This is an optimization exercise on Yosys and OpenROAD, whose aim is small area, a short achievable clock period and few clock cycles per item, not a production implementation. Only simulation tests tie the RTL to the original design; equivalence was not proved. Power is estimated from default activity; no workload was simulated.

### flow/config.mk
export PLATFORM = sky130hd
export DESIGN_NAME = ssdp_fwd
export DESIGN_NICKNAME = ssdp_fwd
export VERILOG_FILES = /design/flow/design.v
export SDC_FILE = /design/flow/constraint.sdc
export NUM_CORES = 4
export LEC_CHECK = 0
export CAP_MARGIN = 20
export CORE_MARGIN = 2
export CORE_UTILIZATION = 40
export SLEW_MARGIN = 20
### flow/constraint.sdc
create_clock -name core_clock -period 8.0 [get_ports {clk}]
set_input_delay 1.6000 -clock core_clock [delete_from_list [all_inputs] [get_ports {clk}]]
set_output_delay 1.6000 -clock core_clock [all_outputs]
set_load 0.01 [all_outputs]
### flow/design.v
module ssdp_fwd (
    input  wire         clk,
    input  wire         rst,
    input  wire         cfg_we,
    input  wire [2:0]   cfg_port,
    input  wire [12:0]  cfg_vlan,
    input  wire         st_we,
    input  wire [2:0]   st_port,
    input  wire         st_fwd,
    input  wire [1:0]   tt_policy,
    input  wire         in_valid,
    output reg          in_ready,
    input  wire [2:0]   in_port,
    input  wire [10:0]  in_len,
    input  wire [143:0] in_hdr,
    output wire         out_valid,
    input  wire         out_ready,
    output wire [1:0]   out_class,
    output wire [2:0]   out_port,
    output wire [11:0]  out_vid,
    output wire [23:0]  out_sel
);
    localparam NP = 8;
    localparam NE = 32;
    reg [12:0]   port_vlan [0:NP-1];
    reg [NP-1:0] port_fwd;
    reg [NE-1:0] ent_valid;
    reg [47:0]   ent_key  [0:NE-1];
    reg [2:0]    ent_port [0:NE-1];
    wire [15:0] in_t0  = in_hdr[47:32];
    wire [15:0] in_t1  = in_hdr[15:0];
    wire        in_tag = (in_t0 == 16'h8200);
    wire        in_mal = (in_len < 11'd14) || (in_tag && (in_len < 11'd18));
    wire        in_ctl = ((in_tag ? in_t1 : in_t0) == 16'd38);
    reg         a_v;
    reg [47:0]  a_dst, a_src;
    reg [2:0]   a_p;
    reg [11:0]  a_tci;
    reg         a_tag, a_mal, a_ctl;
    always @(posedge clk) begin
        a_dst <= in_hdr[143:96];
        a_src <= in_hdr[95:48];
        a_p   <= in_port;
        a_tci <= in_hdr[27:16];
        a_tag <= in_tag;
        a_mal <= in_mal;
        a_ctl <= in_ctl;
    end
    reg [NE-1:0] hs, hd;
    reg [2:0]    hport;
    integer i;
    always @(*) begin
        hport = 3'd0;
        for (i = 0; i < NE; i = i + 1) begin
            hs[i] = ent_valid[i] && (ent_key[i] == a_src);
            hd[i] = ent_valid[i] && (ent_key[i] == a_dst);
            if (hd[i]) hport = hport | ent_port[i];
        end
    end
    wire [NE-1:0] alloc = ent_valid[NE-1] ? {NE{1'b0}} : ~ent_valid & {ent_valid[NE-2:0], 1'b1};
    wire          full  = ent_valid[NE-1];
    wire          s_hit = |hs;
    wire          is_data = !a_mal && !a_ctl;
    wire          learn = a_v && is_data;
    wire        selfdst = (a_dst == a_src);
    wire        bcast   = &a_dst;
    wire        found   = (|hd) || (selfdst && !full);
    wire [2:0]  d       = selfdst ? a_p : hport;
    wire        unicast = !bcast && found;
    wire        p_trunk = port_vlan[a_p][12];
    wire [11:0] frame_v = p_trunk ? a_tci : port_vlan[a_p][11:0];
    wire        no_vlan = p_trunk && !a_tag;
    reg [23:0] base;
    reg [23:0] sel;
    integer q;
    always @(*) begin
        for (q = 0; q < NP; q = q + 1) begin
            base[3*q +: 3] = 3'd0;
            if ((a_p != q[2:0]) && (!port_vlan[q][12] || port_fwd[q])) begin
                if (port_vlan[q][12]) begin
                    if (!p_trunk)
                        base[3*q +: 3] = 3'd2;
                    else if (tt_policy == 2'd1)
                        base[3*q +: 3] = 3'd4;
                    else if (tt_policy == 2'd2)
                        base[3*q +: 3] = 3'd2;
                    else
                        base[3*q +: 3] = 3'd1;
                end else if (frame_v == port_vlan[q][11:0]) begin
                    base[3*q +: 3] = p_trunk ? 3'd3 : 3'd1;
                end
            end
            sel[3*q +: 3] = (!unicast || d == q[2:0]) ? base[3*q +: 3] : 3'd0;
        end
    end
    wire [1:0]  r_class = a_mal ? 2'd0 : a_ctl ? 2'd1 : no_vlan ? 2'd3 : 2'd2;
    wire [23:0] r_sel   = (r_class == 2'd2) ? sel : 24'd0;
    wire [40:0] result  = {r_class, a_p, frame_v, r_sel};
    reg [40:0] fifo0, fifo1, fifo2;
    reg [2:0]  wp, rp;           
    reg [1:0]  fc;               
    wire       pop  = out_valid && out_ready;
    wire [1:0] fc_n = fc + {1'b0, a_v} - {1'b0, pop};
    wire [1:0] n_n  = fc_n + {1'b0, in_valid && in_ready};
    assign out_valid = (fc != 2'd0);
    wire [40:0] head = ({41{rp[0]}} & fifo0) | ({41{rp[1]}} & fifo1) | ({41{rp[2]}} & fifo2);
    assign {out_class, out_port, out_vid, out_sel} = head;
    always @(posedge clk) begin
        if (a_v && wp[0]) fifo0 <= result;
        if (a_v && wp[1]) fifo1 <= result;
        if (a_v && wp[2]) fifo2 <= result;
    end
    integer j;
    always @(posedge clk) begin
        if (rst) begin
            a_v       <= 1'b0;
            in_ready  <= 1'b1;
            fc        <= 2'd0;
            wp        <= 3'b001;
            rp        <= 3'b001;
            ent_valid <= {NE{1'b0}};
            port_fwd  <= {NP{1'b1}};
        end else begin
            a_v      <= in_valid && in_ready;
            fc       <= fc_n;
            in_ready <= (n_n != 2'd3);
            if (a_v) wp <= {wp[1:0], wp[2]};
            if (pop) rp <= {rp[1:0], rp[2]};
            if (cfg_we)
                port_vlan[cfg_port] <= cfg_vlan;
            if (st_we)
                port_fwd[st_port] <= st_fwd;
            if (learn) begin
                if (s_hit) begin
                    for (j = 0; j < NE; j = j + 1)
                        if (hs[j]) ent_port[j] <= a_p;
                end else begin
                    for (j = 0; j < NE; j = j + 1)
                        if (alloc[j]) begin
                            ent_valid[j] <= 1'b1;
                            ent_key[j]   <= a_src;
                            ent_port[j]  <= a_p;
                        end
                end
            end
        end
    end
endmodule
### flow/run.sh
#!/bin/bash
# synth_recipe.tcl (not shown) runs the flow's synth.tcl, then flattens the netlist and writes it again
# the make line also repeats each setting of config.mk as NAME=value (left out here)
make -C /OpenROAD-flow-scripts/flow DESIGN_CONFIG=/design/flow/config.mk WORK_HOME=/design/flow/orfs CLKGATE_MAP_FILE= SYNTH_SCRIPT=/design/flow/synth_recipe.tcl finish
==> results.txt <==
## through the flow
step | cells | instance area, µm²
6_report | 11720 | 117500
5_1_grt | 11710 | 117500
3_3_place_gp | 11290 | 110300
3_5_place_dp | 11290 | 110300
4_1_cts | 11710 | 117500
2_1_floorplan | 7784 | 102700
## kinds of logic after synthesis
kind of cell / after synthesis / synth area share
compound gates: 526 / 0.04088
flops: 2023 / 0.5758
fa+ha+maj: 9 / 0.001097
mux: 48 / 0.006338
simple gates: 1567 / 0.08924
buf+inv: 669 / 0.03566
xor+xnor: 2942 / 0.2510
## flip-flops by register name, indices dropped and copies added, names as in the netlist
register	count
ent_key	1536
port_vlan	104
ent_port	96
a_dst	48
a_src	48
fifo0	41
fifo1	41
fifo2	41
ent_valid	32
a_tci	12
port_fwd	8
a_p	3
rp	3
wp	3
fc	2
a_ctl	1
a_mal	1
a_tag	1
a_v	1
in_ready	1
## layout make-up
| cell class | count | area (µm²) | area share |
|---|---|---|---|
| antenna | 10 | 25.02 | 0.0002129 |
| clock buffer | 299 | 5976 | 0.05084 |
| clock inverter | 118 | 1206 | 0.01026 |
| inverter | 236 | 885.9 | 0.007536 |
| multi-input combinational | 5092 | 40250 | 0.3424 |
| sequential | 2023 | 59470 | 0.5059 |
| tap | 3366 | 4212 | 0.03583 |
| timing repair buffer | 576 | 5523 | 0.04698 |
## how the worst max path moves through the flow
stage | from | slack (ns) | end
after floorplan | rst | 0.61 | ent_key[12][0]$_DFFE_PP_
after global placement | a_src[36]$_DFF_P_ | 2.07 | ent_key[2][46]$_DFFE_PP_
after detailed placement | a_src[36]$_DFF_P_ | 2.04 | ent_key[2][46]$_DFFE_PP_
after CTS | a_src[36]$_DFF_P_ | 2.04 | ent_key[2][34]$_DFFE_PP_
after global routing | a_src[36]$_DFF_P_ | 1.86 | ent_key[2][9]$_DFFE_PP_
final | a_src[36]$_DFF_P_ | 1.78 | ent_key[2][2]$_DFFE_PP_
## routing by layer
metal  part of all wire  vias up
li1                   -    29150
met1               0.37    38090
met2               0.42     6108
met3               0.13     1348
met4              0.073       10
met5            0.00017        -
## power by group through the flow
stage	Clock, mW	Combinational [mW]	Sequential [mW]
finish	10.4	2.64	12.1
global route	10.8	2.69	12.1
CTS	10.4	2.55	12.1
detailed placement	0	2.53	12.3
global placement	0	2.53	12.3
floorplan	0	1.43	12.0
## synth_stat cells (17+ instances only)
cell type	instances
a2111oi_0	24
a21oi_1	33
a221o_1	18
a222oi_1	54
a22o_1	17
a22oi_1	33
buf_2	193
buf_4	142
buf_6	47
clkbuf_1	43
dfxtp_1	164
edfxtp_1	1859
inv_1	228
mux2i_1	20
nand2_1	117
nand2b_1	80
nand3_1	122
nand4_1	325
nor2_1	115
nor2b_1	34
nor3_1	96
nor4_1	574
o2111ai_1	32
o21ai_0	37
o221ai_1	28
o22ai_1	91
o2bb2ai_1	32
or4_1	25
xnor2_1	859
xor2_1	2083
==> metrics.md <==
| Metric | Value |
|---|---|
| Internal Power | `18.35 mW` |
| DRT Pass-1 Iters | `8` |
| Net Sw Power | `about 6.8 mW` |
| Layout cells sized above 1 | `0.1070` |
| Slew Limit Fails | `0` |
| Logic pwr share | `0.105` |
| Total track usage | `0.3493` |
| Max Buffers Root-to-Sink | `3` |
| Fmax | `approximately 160 MHz` |
| TritonCTS Sinks | `roughly 2,000` |
| Die area | `0.2607 mm²` |
| H-tree levels | `4` |
| Iter 0 DRT Violations | `13,490` |
| Vias | `about 75,000` |
| Post-CTS setup buffers | `0` |
| Sw Share | `0.2714` |
| Max VDD drop | `about 230 µV` |
| Max Fanout on Critical Path | `32` |
| GRT met3 Usage | `0.08781` |
| Hold path depth | `1` |
| Pin count of the biggest net entering global routing | `between 40 and 50` |
| Min-delay worst type | `flop to flop` |
| Async SR Flop Fraction | `0` |
| Synthesized area | `0.1027 mm²` |
| Mean Syn Cell Area | `approximately 13 µm²` |
| DIE HEIGHT | `510.6 µm` |
| Worst path slowest cell | `nor2_4` |
| Worst reg2reg startpoint | `a_src[36]$_DFF_P_` |
| Yosys top cell by area | `edfxtp_1` |
| Status | `timing/DRC/antenna clean` |
| WP data required | `8.57 ns` |
| CP bufs+invs | `2` |
| Met2 Use GR | `0.5108` |
| Clock transition at path regs | `roughly 0.060 ns` |
| Setup WS pre-CTS | `2.036 ns` |
| Crit path arrival time | `approximately 6.8 ns` |
| Synthesized Nets | `7,979` |
| Drt drc | `0` |
| Sequential power share | `0.482` |
| RSZ-0062 raised after global routing | `no` |
| Distinct cell type count after synthesis | `90` |
| Fin util | `0.4617` |
| Core area | `0.2546 mm²` |
| Fillcell total | `roughly 23,000` |
| Die W | `between 500 and 600 µm` |
| Number of I/O port buffers | `between 200 and 250` |
| Final Net Count | `8,344` |
| Synth area leaders | `edfxtp_1, xor2_1, xnor2_1` |
| CTS root buffer | `clkbuf_16` |
| Final period util | `0.7770` |
| CTS tree | `yes` |
| R2R Setup Slk | `1.78 ns` |
| Vias in the first global route | `around 71,000` |
| CTS Hold Bufs | `0` |
| Final hold vios | `0` |
| Post-DP HPWL | `309.4 mm` |
| Total power | `around 25 mW` |
| Critical Path Source Type | `flop` |
| Number of gates resized after cts | `0` |
| CP Class | `flop to flop` |
| Most frequent cells in the layout | `xor2_1, edfxtp_1, xnor2_1, nor4_1, nand4_1` |
| Tmin final | `6.216 ns` |
| Final Skew | `around 0.055 ns` |
| Sequential fraction of the synthesis area | `0.5758` |
| Max_slew headroom | `0.1803` |
| Skew-Pair Late Insertion Delay | `roughly 0.91 ns` |
| Clock share of power | `0.414` |
| Cell Pwr Density | `214.3 mW/mm²` |
| Grt met1 use | `0.4676` |
| Ports | `around 230` |
| Cts bufs inserted | `220` |
| Hold Path End | `wp[0]$_SDFFE_PP1P_` |
| Routed len/inst | `~40 µm` |
| Hold path startpoint | `wp[0]$_SDFFE_PP1P_` |
| PnR worst setup slack | `around 1.8 ns` |
| CP cell instances | `inv_1 > o2bb2ai_1 > nor4_1 > nand4_1 > nor3_1 > nand3_1 > nand4_1 > nor4_1 > nand2_4 > nor2_4 > buf_4` |
| Yosys warns | `3` |
| # setup viols final | `0` |
| Post-synth EDFFs | `~1,900` |
| Crit. path cell count | `11` |
| Hold Worst Slack | `roughly 0.47 ns` |
| Mapped Cells | `7,784` |
| Most common cell after layout, fill and taps aside | `xor2_1` |
| Reg-to-reg endpoint | `ent_key[2][2]$_DFFE_PP_` |
| Yosys top cell area share | `0.5438` |
| First-pass GRT wire length | `a little over 600 mm` |
| GP Congestion | `1.046` |
| R2r worst-path depth | `11` |
| Initial antenna violation count | `36` |
| Main synth FF type | `edfxtp_1` |
| Worst setup EP type | `flop` |
| Delay-heaviest family, CP | `simple AND/OR/NAND/NOR gates` |
| Setup TNS | `0 ns` |
| Syn-to-layout area delta | `14.51%` |
| Std cell rows | `185` |
| Leak Pwr | `38.93 nW` |
| #FFs+latches synth | `between 2,000 and 2,500` |
| Max-cap violations | `0` |
| Slew @ Worst Pin | `1.219 ns` |
| CP peak stage delay | `1.04 ns` |
| WL final | `between 400 and 500 mm` |
| GRT Max-Usage Layer | `met2` |
| Gr ovfl total | `0` |
| Vias per cell | `about 6.4` |
| Starting Density | `0.4032` |
| Routed Antenna Nets | `0` |
Testbench counts, summed over its fixed seeds: cycles 32,112, frames 32,000.

what the ideal ports hide:
The results above use ideal ports. As a check the final layout listed here was re-extracted and re-timed, cells and wires unchanged. Step 1 assumes that a clkbuf_16 drives the clock port and a buf_2 every other input. Step 2, shift: input delay + t, output delay - t, t = (earliest + latest rising clock arrival at the registers) / 2. This alone moves slack from input paths to output paths. a / b / c = ideal / step 1 / step 2; a / b = the first two.
t, ns: 0.972
setup WS [ns]: 1.784 / 1.784 / 1.784
hold slack, ns: 0.474 / 0.474 / 0.474
worst setup path at the end: register to register
After both steps this run still meets setup and hold. For this run, drivers alone change the setup slack by 0.000 ns; drivers and shift together by 0.000 ns.
